Source: an optimization exercise on an open RTL-to-GDS flow (aim: small area, a short achievable clock period and few clock cycles per item). Production flows keep margins and buffers that such runs may drop. Only simulation tests tie the RTL to the original design; equivalence was not proved. Power and IR drop assume default switching activity.

==> job 8640: inputs <==
==> flow/design.v (excerpt) <==
module mc10_fsk_runs (
    input  wire        clk,
    input  wire        rst,
    input  wire        in_valid,
    input  wire [15:0] in_sample,
    input  wire        in_last,
    output wire        in_ready,
    output reg         run_valid,
    output wire [19:0] run_len,
    output reg         done_valid,
    output reg         done_trunc,
    output wire [19:0] done_trunc_idx,
    output wire [19:0] done_count,
    output wire        done_nosig
);
    localparam integer FD  = 55;      
    localparam integer FAW = 6;
    localparam [4:0] S_SCAN  = 5'd0,
                     S_HIGH  = 5'd1,
                     S_LOW   = 5'd2,
                     S_TSTART= 5'd3,
                     S_ROT   = 5'd4,
                     S_BC1   = 5'd5,
                     S_TRUNC = 5'd6,
                     S_DONE  = 5'd7,
                     S_D0    = 5'd8,
                     S_D1    = 5'd9,
                     S_D2    = 5'd10,
                     S_D3    = 5'd11,
                     S_D4    = 5'd12,
                     S_D5    = 5'd13,
                     S_SCEND = 5'd14,
                     S_BC2   = 5'd15,
                     S_BC1B  = 5'd16;
    reg rst_r;
    always @(posedge clk) rst_r <= rst;
    wire rst_o = rst | rst_r;
    reg [15:0]    fmem [0:FD-1];
    reg [FAW-1:0] lpos0, lpos1;       
    reg           lpv0, lpv1;
    reg [FAW-1:0] fhead, ftail, raddr;
    reg [FAW:0]   fcnt;
    reg           in_ready_r;
    assign in_ready = in_ready_r;
    wire        acc = in_valid & in_ready_r;
    reg         iv_r;
    reg  [15:0] is_r;
    reg         il_r;
    wire        push = iv_r;
    always @(posedge clk) begin
        is_r <= in_sample;
        il_r <= in_last;
        if (push)
            fmem[ftail] <= is_r;
    end
    wire [15:0] rd_s = fmem[raddr];
    wire        rd_l = (lpv0 & (lpos0 == raddr)) | (lpv1 & (lpos1 == raddr));
    wire [16:0] rd = {rd_l, rd_s};
    reg [4:0]  state;
    reg        ret_low;           
    reg        hv;                
    reg [15:0] hs;
    reg        hl;
    reg [3:0]  lv;                
    reg [15:0] ls0, ls1, ls2, ls3;    
    reg [19:0] lx0, lx1, lx2, lx3;    
    reg        ll0, ll1, ll2, ll3;    
  ...
clock: 12.0 ns
lec_check: 0
abc_area: 1
cap_margin: 60
core_margin: 2
core_utilization: 60
cts_cluster_diameter: 100
cts_cluster_size: 22
setup_slack_margin: 5
slew_margin: 60
run.sh (not shown) runs the stock make flow with config.mk's settings and CLKGATE_MAP_FILE= SYNTH_SCRIPT=/design/flow/synth_recipe.tcl, a recipe that flattens the netlist after the stock synthesis.
==> job 5874: changes against job 8640 <==
--- a/flow/design.v
+++ b/flow/design.v
@@ -58,10 +58,11 @@
     wire [16:0] rd = {rd_l, rd_s};
     reg [4:0]  state;
     reg        ret_low;           
     reg        hv;                
     reg [15:0] hs;
+    reg [19:0] hx;                
     reg        hl;
     reg [3:0]  lv;                
     reg [15:0] ls0, ls1, ls2, ls3;    
     reg [19:0] lx0, lx1, lx2, lx3;    
     reg        ll0, ll1, ll2, ll3;    
@@ -288,11 +289,11 @@
     assign fsel[2] = hv & ~lv_s[2] & lv_s[1];
     assign fsel[3] = hv & ~lv_s[3] & lv_s[2];
     wire       take_h = |fsel;
     wire       fne    = (fcnt != 0);
     wire       hload  = fne & (~hv | take_h);
-    wire [19:0] hx    = {hs, 4'd0} - {{4{hs[15]}}, hs};
+    wire [19:0] rdx   = {rd_s, 4'd0} - {{4{rd_s[15]}}, rd_s};
     wire signed [15:0] hsv = hs;
     wire signed [22:0] mh  = {hx[19], hx, 2'b00};
     wire [15:0] t58   = tv[58*16 +: 16];
     wire        nvt_a = nvt59;
     wire        nvt_h = nvt60;
@@ -310,23 +311,18 @@
     wire gtA1 = ~ltA1 & (m1 != A);
     wire gtA2 = A < m2;
     wire gtA3 = A < m3;
     wire ltA0 = m0 < A;
     wire ltA1 = m1 < A;
-    wire signed [24:0] h64 = {{3{hsv[15]}}, hsv, 6'd0};
-    wire signed [24:0] h4  = {{7{hsv[15]}}, hsv, 2'd0};
-    wire signed [24:0] qha = {{2{A[22]}}, A} - h64 + h4;
-    wire signed [24:0] qhr = {{3{R[21]}}, R} - h64 + h4;
-    wire gtHA = qha[24];
-    wire gtHR = qhr[24];
+    wire gtHA = A < mh;
+    wire gtHR = Rx < mh;
     wire ltB0 = m0 < B;
     wire ltB1 = m1 < B;
     wire gtRn0 = Rnx < m1;
     wire gtRn1 = Rnx < m2;
     wire gtRn2 = Rnx < m3;
-    wire signed [24:0] q3 = {{3{Rn[21]}}, Rn} - h64 + h4;
-    wire gtRn3 = q3[24];
+    wire gtRn3 = Rnx < mh;
     wire a_to_r = tnew & since_full;
     wire b_ld   = !bvalid && !bdly && (state == S_HIGH || state == S_LOW || state == S_TSTART);
     wire b_chg  = (state == S_D2) | (state == S_BC2) | b_ld;
     wire [3:0] srcH = adv ? {1'b1, ~lv[3:1]} : ~lv;
     wire [3:0] gtA_sh = {1'b0, gtA3, gtA2, gtA1};
@@ -447,11 +443,11 @@
             if (state == S_LOW && (nstate == S_ROT || nstate == S_BC1))
                 ret_low <= 1'b1;
             else if (state == S_SCEND)
                 ret_low <= 1'b0;
         end
-        if (hload) begin hs <= rd[15:0]; hl <= rd[16]; end
+        if (hload) begin hs <= rd[15:0]; hx <= rdx; hl <= rd[16]; end
         if (adv | fill[0]) begin
             if (lv[1]) begin ls0 <= ls1; lx0 <= lx1; ll0 <= ll1; end
             else       begin ls0 <= hs;  lx0 <= hx;  ll0 <= hl;  end
         end
         if (adv | fill[1]) begin
==> job 1101: changes against job 8640 <==
--- a/flow/design.v
+++ b/flow/design.v
@@ -94,13 +94,12 @@
     reg        nosig_r;
     reg        scv;               
     reg [15:0] scs;
     reg        scl;
     reg        scan_on;           
-    reg [19:0] outr;
-    assign run_len        = outr;
-    assign done_trunc_idx = outr;
+    assign run_len        = run;
+    assign done_trunc_idx = run;
     assign done_count     = count;
     assign done_nosig     = nosig_r;
     wire [15:0] t59   = tv[59*16 +: 16];
     wire [15:0] old_s = t59;
     reg         rn_ok;            
@@ -304,12 +303,12 @@
     wire signed [15:0] ls1v  = ls1;
     wire signed [15:0] ls0v  = ls0;
     wire signed [21:0] rn_a  = Rn + {{6{ls1v[15]}}, ls1v} - t58x;
     wire signed [21:0] rn_h  = R  + {{6{ls0v[15]}}, ls0v} - t58y;
     wire signed [22:0] Rnx   = {Rn[21], Rn};
-    wire gtA0 = ~ltA0 & (m0 != A);
-    wire gtA1 = ~ltA1 & (m1 != A);
+    wire gtA0 = A < m0;
+    wire gtA1 = A < m1;
     wire gtA2 = A < m2;
     wire gtA3 = A < m3;
     wire ltA0 = m0 < A;
     wire ltA1 = m1 < A;
     wire signed [24:0] h64 = {{3{hsv[15]}}, hsv, 6'd0};
@@ -520,15 +519,13 @@
             fmin <= f_inc ? f_in : 16'sh7fff;
         end else if (f_inc) begin
             if (f_in > fmax) fmax <= f_in;
             if (f_in < fmin) fmin <= f_in;
         end
-        if (report)
-            outr <= run;
-        else if (state == S_TRUNC)
-            outr <= idx - run;
-        if (tnew || anchor_ev || state == S_DONE) begin
+        if (state == S_TRUNC) begin
+            run <= idx - run;
+        end else if (tnew || anchor_ev || state == S_DONE) begin
             run    <= adv_h ? 20'd1 : 20'd0;
             run_nz <= adv_h;
         end else if (adv_h) begin
             run    <= run + 20'd1;
             run_nz <= 1'b1;
CORE_UTILIZATION = 50   (was 60)
==> job 8242: changes against job 8640 <==
--- a/flow/design.v
+++ b/flow/design.v
@@ -94,13 +94,12 @@
     reg        nosig_r;
     reg        scv;               
     reg [15:0] scs;
     reg        scl;
     reg        scan_on;           
-    reg [19:0] outr;
-    assign run_len        = outr;
-    assign done_trunc_idx = outr;
+    assign run_len        = run;
+    assign done_trunc_idx = run;
     assign done_count     = count;
     assign done_nosig     = nosig_r;
     wire [15:0] t59   = tv[59*16 +: 16];
     wire [15:0] old_s = t59;
     reg         rn_ok;            
@@ -520,15 +519,13 @@
             fmin <= f_inc ? f_in : 16'sh7fff;
         end else if (f_inc) begin
             if (f_in > fmax) fmax <= f_in;
             if (f_in < fmin) fmin <= f_in;
         end
-        if (report)
-            outr <= run;
-        else if (state == S_TRUNC)
-            outr <= idx - run;
-        if (tnew || anchor_ev || state == S_DONE) begin
+        if (state == S_TRUNC) begin
+            run <= idx - run;
+        end else if (tnew || anchor_ev || state == S_DONE) begin
             run    <= adv_h ? 20'd1 : 20'd0;
             run_nz <= adv_h;
         end else if (adv_h) begin
             run    <= run + 20'd1;
             run_nz <= 1'b1;
CORE_UTILIZATION = 65   (was 60)
==> summary.txt <==
Run status
  • Status: timing/DRC/antenna clean

Critical path
  • Worst path depth: 1

Drt
  • Met1 Routed Length: 113100 um
  • Vias: 71.15k

Floorplanning
  • Die area: 0.1709 mm^2
  • Num rows: 150

Pwr
  • Seq. pwr: 10.4 mW

Logic synthesis
  • EDFF count, synth: 1200
# the run above: job 8640

==> summary.txt <==
Timing
  • Tcrit/Tclk final: 35.98%
  • Unrepaired setup endpoints after global routing: no

Layout
  • Area Growth Syn to Fin: 8.709%

Floorplanning
  • Die area: 0.1553 mm^2
  • Num rows: 143

Drt
  • Vias: 70.01k
  • Met2 wire length: 126900 um

Run status
  • Status: timing/DRC/antenna clean

Clock network
  • CTS sink cnt: 2419

Placed design
  • Place WS: 7.747 ns

Pwr
  • Seq. pwr: 10.4 mW

Logic synthesis
  • EDFF count, synth: 1180

GRT
  • Number of global-route vias before repair: 67.44k
  • First-pass GRT wire length: 408800 um

Critical path
  • Setup Crit Path Kind: reg2out
  • Worst path depth: 1
# the run above: job 8242

==> summary.txt <==
Floorplanning
  • DIE HEIGHT: 449.5 um
  • Die area: 0.2021 mm^2

Drt
  • Met1 Routed Length: 119200 um
  • Vias: 69.11k

Layout
  • Multi-In Gates: 5664

Logic synthesis
  • Simple-gate share of the synthesized area: 10.82%
  • Synth area leaders: edfxtp_1 (36%), dfxtp_1 (25%), ha_1 (7.4%), o21ai_0 (5.3%), nand2_1 (4.2%)
  • EDFF count, synth: 1180

Pwr
  • Seq. pwr: 10.3 mW
  • Sw Share: 41.40%
  • Leak Pwr: 43.29 nW

Run status
  • Status: timing/DRC/antenna clean

Critical path
  • CP max stage delay: 0.61 ns
  • Worst path depth: 1
# the run above: job 1101

==> summary.txt <==
Placed design
  • IO Port Bufs: 84

GRT
  • Pin count of the biggest net entering global routing: 138

Hold path
  • Hold Path Origin: tv[330]$_DFF_P_

Layout
  • Max reg flops: 960

Critical path
  • Worst path depth: 21

Floorplanning
  • Num rows: 149

Pwr
  • Seq. pwr: 10.5 mW

Logic synthesis
  • EDFF count, synth: 1219
  • Yosys reg bits: 2458

Run status
  • Status: timing/DRC/antenna clean

Drt
  • Vias: 69.40k
  • Met1 Routed Length: 111800 um
# the run above: job 5874

Testbench counts of job 8640, summed over its fixed seeds: cycles 239,378, samples 234,355.
Testbench counts of job 5874, summed over its fixed seeds: cycles 239,378, samples 234,355.
Testbench counts of job 1101, summed over its fixed seeds: cycles 239,378, samples 234,355.
Testbench counts of job 8242, summed over its fixed seeds: cycles 239,378, samples 234,355.

==> afterwards: timing with drivers on the ports <==
Ports are ideal in the flow. The routed layouts listed here were re-timed in OpenROAD.
Step 1 assumes that a clkbuf_16 drives the clock port and a buf_2 every other input.
Step 2 moves the port delays by t, midway between the first and last clock arrival at a register: inputs arrive t later, outputs are due t later. That takes back most of the time a late clock gives input paths.
Three values: ideal, step 1, step 2; two values: the first two.
run | t (ns) | setup WS [ns] | hold slack, ns | worst setup path at the end | pins driven straight from the clock port
job 8640 | 0.897 | 7.720 / 7.636 / 8.119 | 0.292 / 0.292 / 0.292 | register to register | 1
job 5874 | 0.919 | 6.627 / 6.627 / 6.627 | 0.312 / 0.312 / 0.312 | register to register | 1
job 1101 | 0.927 | 7.589 / 7.503 / 7.713 | 0.304 / 0.304 / 0.304 | register to register | 1
job 8242 | 0.881 | 7.683 / 7.595 / 7.810 | 0.303 / 0.303 / 0.303 | register to register | 1
After both steps setup and hold are still met in every run listed.
